This is an optimization exercise on Yosys and OpenROAD, whose aim is small area, a short achievable clock period and few clock cycles, not a production implementation. Power is estimated from default activity; no workload was simulated.

## rev 12
// bfx_core
module bfx_core (
    input  wire         clk,
    input  wire         rst,
    input  wire         cmd_valid,
    output wire         cmd_ready,
    input  wire [127:0] cmd_hdr,
    input  wire         pay_valid,
    output wire         pay_ready,
    input  wire [7:0]   pay_data,
    output wire         rsp_valid,
    input  wire         rsp_ready,
    output wire [7:0]   rsp_status,
    output wire [31:0]  rsp_value,
    output wire [31:0]  rsp_rlen,
    output wire         res_valid,
    input  wire         res_ready,
    output wire [7:0]   res_data
);
    localparam [7:0] OP_WRAP        = 8'h01, OP_ALLOCATE     = 8'h02,
                     OP_REMAINING   = 8'h03, OP_FLIP         = 8'h04,
                     OP_GET_BITS    = 8'h10, OP_GET_BITS_AT  = 8'h11,
                     OP_GET_BYTES   = 8'h12, OP_GET_BYTES_AT = 8'h13,
                     OP_PUT_BITS    = 8'h20, OP_PUT_BITS_AT  = 8'h21,
                     OP_PUT_BYTES   = 8'h22, OP_PUT_BYTES_AT = 8'h23,
                     OP_PUT_INT     = 8'h24, OP_PUT_SHORT    = 8'h25,
                     OP_ARRAY       = 8'h30, OP_USED_ARRAY   = 8'h31,
                     OP_PICK_MIDDLE = 8'h40, OP_PICK_LEFT    = 8'h41,
                     OP_PICK_RIGHT  = 8'h42, OP_RIGHT_MASK   = 8'h43,
                     OP_LEFT_MASK   = 8'h44;
    localparam [2:0] ST_OK = 3'd0, ST_INVALID_ARG = 3'd1, ST_OUT_OF_RANGE = 3'd2,
                     ST_ILLEGAL = 3'd3, ST_NO_BUFFER = 3'd4, ST_CAPACITY = 3'd5;
    reg         valid;
    reg [5:0]   len;           
    reg [2:0]   cap3;          
    reg [2:0]   pad;           
    reg [8:0]   pos;           
    reg [255:0] store;
    reg         cmd_rdy;       
    reg         rsp_v;
  ...
Settings: LEC_CHECK=0, ABC_AREA=1, CAP_MARGIN=20, CORE_MARGIN=2, CORE_UTILIZATION=40, SETUP_SLACK_MARGIN=5, SLEW_MARGIN=20; clock period 10.0 ns.
run.sh (not shown) runs the stock make flow with config.mk's settings and CLKGATE_MAP_FILE= SYNTH_SCRIPT=/design/flow/synth_recipe.tcl, a recipe that flattens the netlist after the stock synthesis.
Per the final summary, rev 12 finished and its layout is clean on timing, DRC and antenna.
[inputs] rev 13 vs rev 12
- CORE_UTILIZATION now 60, was 40
### Flow results
[compare] base=rev 12 new=rev 13: worst hold slack across all endpoints saw an increase; final worst-path cycle share up 1.0 points; met2 routing resource usage after global routing picked up an extra 26 points; post-synthesis to final-layout area growth has decreased. Cmp rev 12 and rev 13 / die width / lower: rev 13. Compared with rev 12, rev 13 degrades routed wire length. Wire length of the first global-routing pass: rev 13 > rev 12. Re switching power share of the total: rev 12 was lower than rev 13. Rev 13 vs rev 12: global-route usage up in rev 13.
No run of this note included a check of the RTL's function; only the layout flow was run.

========
## JK
bfx_core, a different RTL version from the one above (not shown whole).
Size in the first run: roughly 3200 cells after synthesis, ~380 flip-flops, roughly 230 I/O pins.
clock: 10.0 ns
lec_check: 0
cap_margin: 20
core_margin: 2
core_utilization: 40
setup_slack_margin: 5
slew_margin: 20
--- input diff JK..MS ---
- putting ABC_AREA at 1 where nothing was set
Notes after the runs:
- Delta(signed area change from the synthesized netlist to the final layout, MS - JK) < 0
- Fraction of the core area covered by cells at the end of the flow, JK and MS, higher one = JK.
- Worst setup slack was lower in MS than in JK.
Function was not checked in any run of this note: the RTL went through the layout flow alone.

========
== job 6211 ==
Another version of the RTL of bfx_core (not shown whole).
Size in the first run: roughly 3300 cells after synthesis, about 380 flip-flops.
Design bfx_core, start of the top module:
module bfx_core (
    input  wire         clk,
    input  wire         rst,
    input  wire         cmd_valid,
    output wire         cmd_ready,
    input  wire [127:0] cmd_hdr,
    input  wire         pay_valid,
    output wire         pay_ready,
    input  wire [7:0]   pay_data,
    output wire         rsp_valid,
    input  wire         rsp_ready,
    output wire [7:0]   rsp_status,
    output wire [31:0]  rsp_value,
    output wire [31:0]  rsp_rlen,
    output wire         res_valid,
    input  wire         res_ready,
    output wire [7:0]   res_data
);
export LEC_CHECK = 0
export ABC_AREA = 1
export CAP_MARGIN = 10
export CORE_MARGIN = 2
export CORE_UTILIZATION = 40
export SETUP_SLACK_MARGIN = 5
export SLEW_MARGIN = 10
create_clock -name core_clock -period 10.0 [get_ports {clk}]
standard.sh (not shown) runs the stock make flow with config.mk's settings and CLKGATE_MAP_FILE= SYNTH_SCRIPT=/design/flow/synth_recipe.tcl, a recipe that flattens the netlist after the stock synthesis.
==> flow/flow/run.sh <==
#!/bin/bash
# Layout flow: the standard ORFS flow (same synthesis script, same
# config.mk and SDC) with these changes:
#  - port buffers of sky130_fd_sc_hd__buf_2 instead of the default pick;
#  - CTS without dummy loads;
#  - cap and slew margins of 10 percent.
set -euo pipefail
W=$PWD
make -C "$FLOW_HOME" DESIGN_CONFIG="$FLOW_CONFIG" WORK_HOME="$W/orfs" CLKGATE_MAP_FILE= \
    SYNTH_SCRIPT="$W/synth_recipe.tcl" ABC_AREA=1 CAP_MARGIN=10 CORE_MARGIN=2 \
    CORE_UTILIZATION=40 SETUP_SLACK_MARGIN=6.3 SLEW_MARGIN=10 \
    BUFFER_PORTS_ARGS="-buffer_cell sky130_fd_sc_hd__buf_2" \
    CTS_ARGS="-sink_clustering_enable -repair_clock_nets -dont_use_dummy_load" \
    finish > "$W/make_finish.log" 2>&1
: # left out here: write the final layout as DEF
Job 6211 | status: complete | timing, DRC, antenna: pass
[inputs] job 5914 vs job 6211
--- a/flow/flow/run.sh
+++ b/flow/flow/run.sh
@@ -11 +11 @@
-    CORE_UTILIZATION=40 SETUP_SLACK_MARGIN=6.3 SLEW_MARGIN=10 \
+    CORE_UTILIZATION=40 SETUP_SLACK_MARGIN=6 SLEW_MARGIN=10 \
Findings:
Job 5914 vs job 6211, beginning of the critical path: cmd_hdr[120] vs cmd_hdr[67]
For the setup fix buffers added after clock tree synthesis, job 5914 came in 62% lower than job 6211 did.
From job 6211 to job 5914 the numbers moved as follows: combinational power went down; share of the core filled with cells went down; clock skew did not really move.
Changes observed in job 5914 relative to job 6211: transition time at the pin with the least slew margin barely changed; post-layout instance count excluding filler cells dropped 58.
Function was not checked in any run of this note: the RTL went through the layout flow alone.

-- re-timing with driven ports --
The results above use ideal ports. As a check the final layouts listed here were re-extracted and re-timed, cells and wires unchanged. Step 1 (the two cells are an assumption about what drives the block):
set clk [get_ports {clk}]
set_driving_cell -lib_cell sky130_fd_sc_hd__clkbuf_16 $clk
set_driving_cell -lib_cell sky130_fd_sc_hd__buf_2 [delete_from_list [all_inputs] $clk]
Step 2 also shifts input and output timing later by t, the mid clock arrival at the registers, as if the neighbouring blocks saw the same clock. Three values: ideal ports, drivers, drivers and shift; two values: the first two.
run | t (ns) | setup WS [ns] | hold slack, ns | latest minus earliest clock arrival (ns)
rev 12 | 0.641 | 5.062 / 5.102 / 4.460 | 0.576 / 0.576 / 0.576 | 0.027 / 0.027
rev 13 | 0.631 | 4.960 / 4.992 / 4.362 | 0.586 / 0.586 / 0.586 | 0.029 / 0.029
JK | 0.653 | 4.829 / 4.829 / 4.336 | 0.508 / 0.508 / 0.508 | 0.046 / 0.046
MS | 0.656 | 4.815 / 4.823 / 4.194 | 0.511 / 0.511 / 0.511 | 0.024 / 0.024
job 6211 | 0.624 | 6.255 / 6.260 / 5.636 | 0.588 / 0.588 / 0.588 | 0.070 / 0.070
job 5914 | 0.610 | 5.984 / 6.024 / 5.414 | 0.553 / 0.553 / 0.553 | 0.069 / 0.070
After both steps every run listed still meets setup and hold. For MS, which loses most, drivers alone change the setup slack by +0.008 ns; drivers and shift together by -0.621 ns.
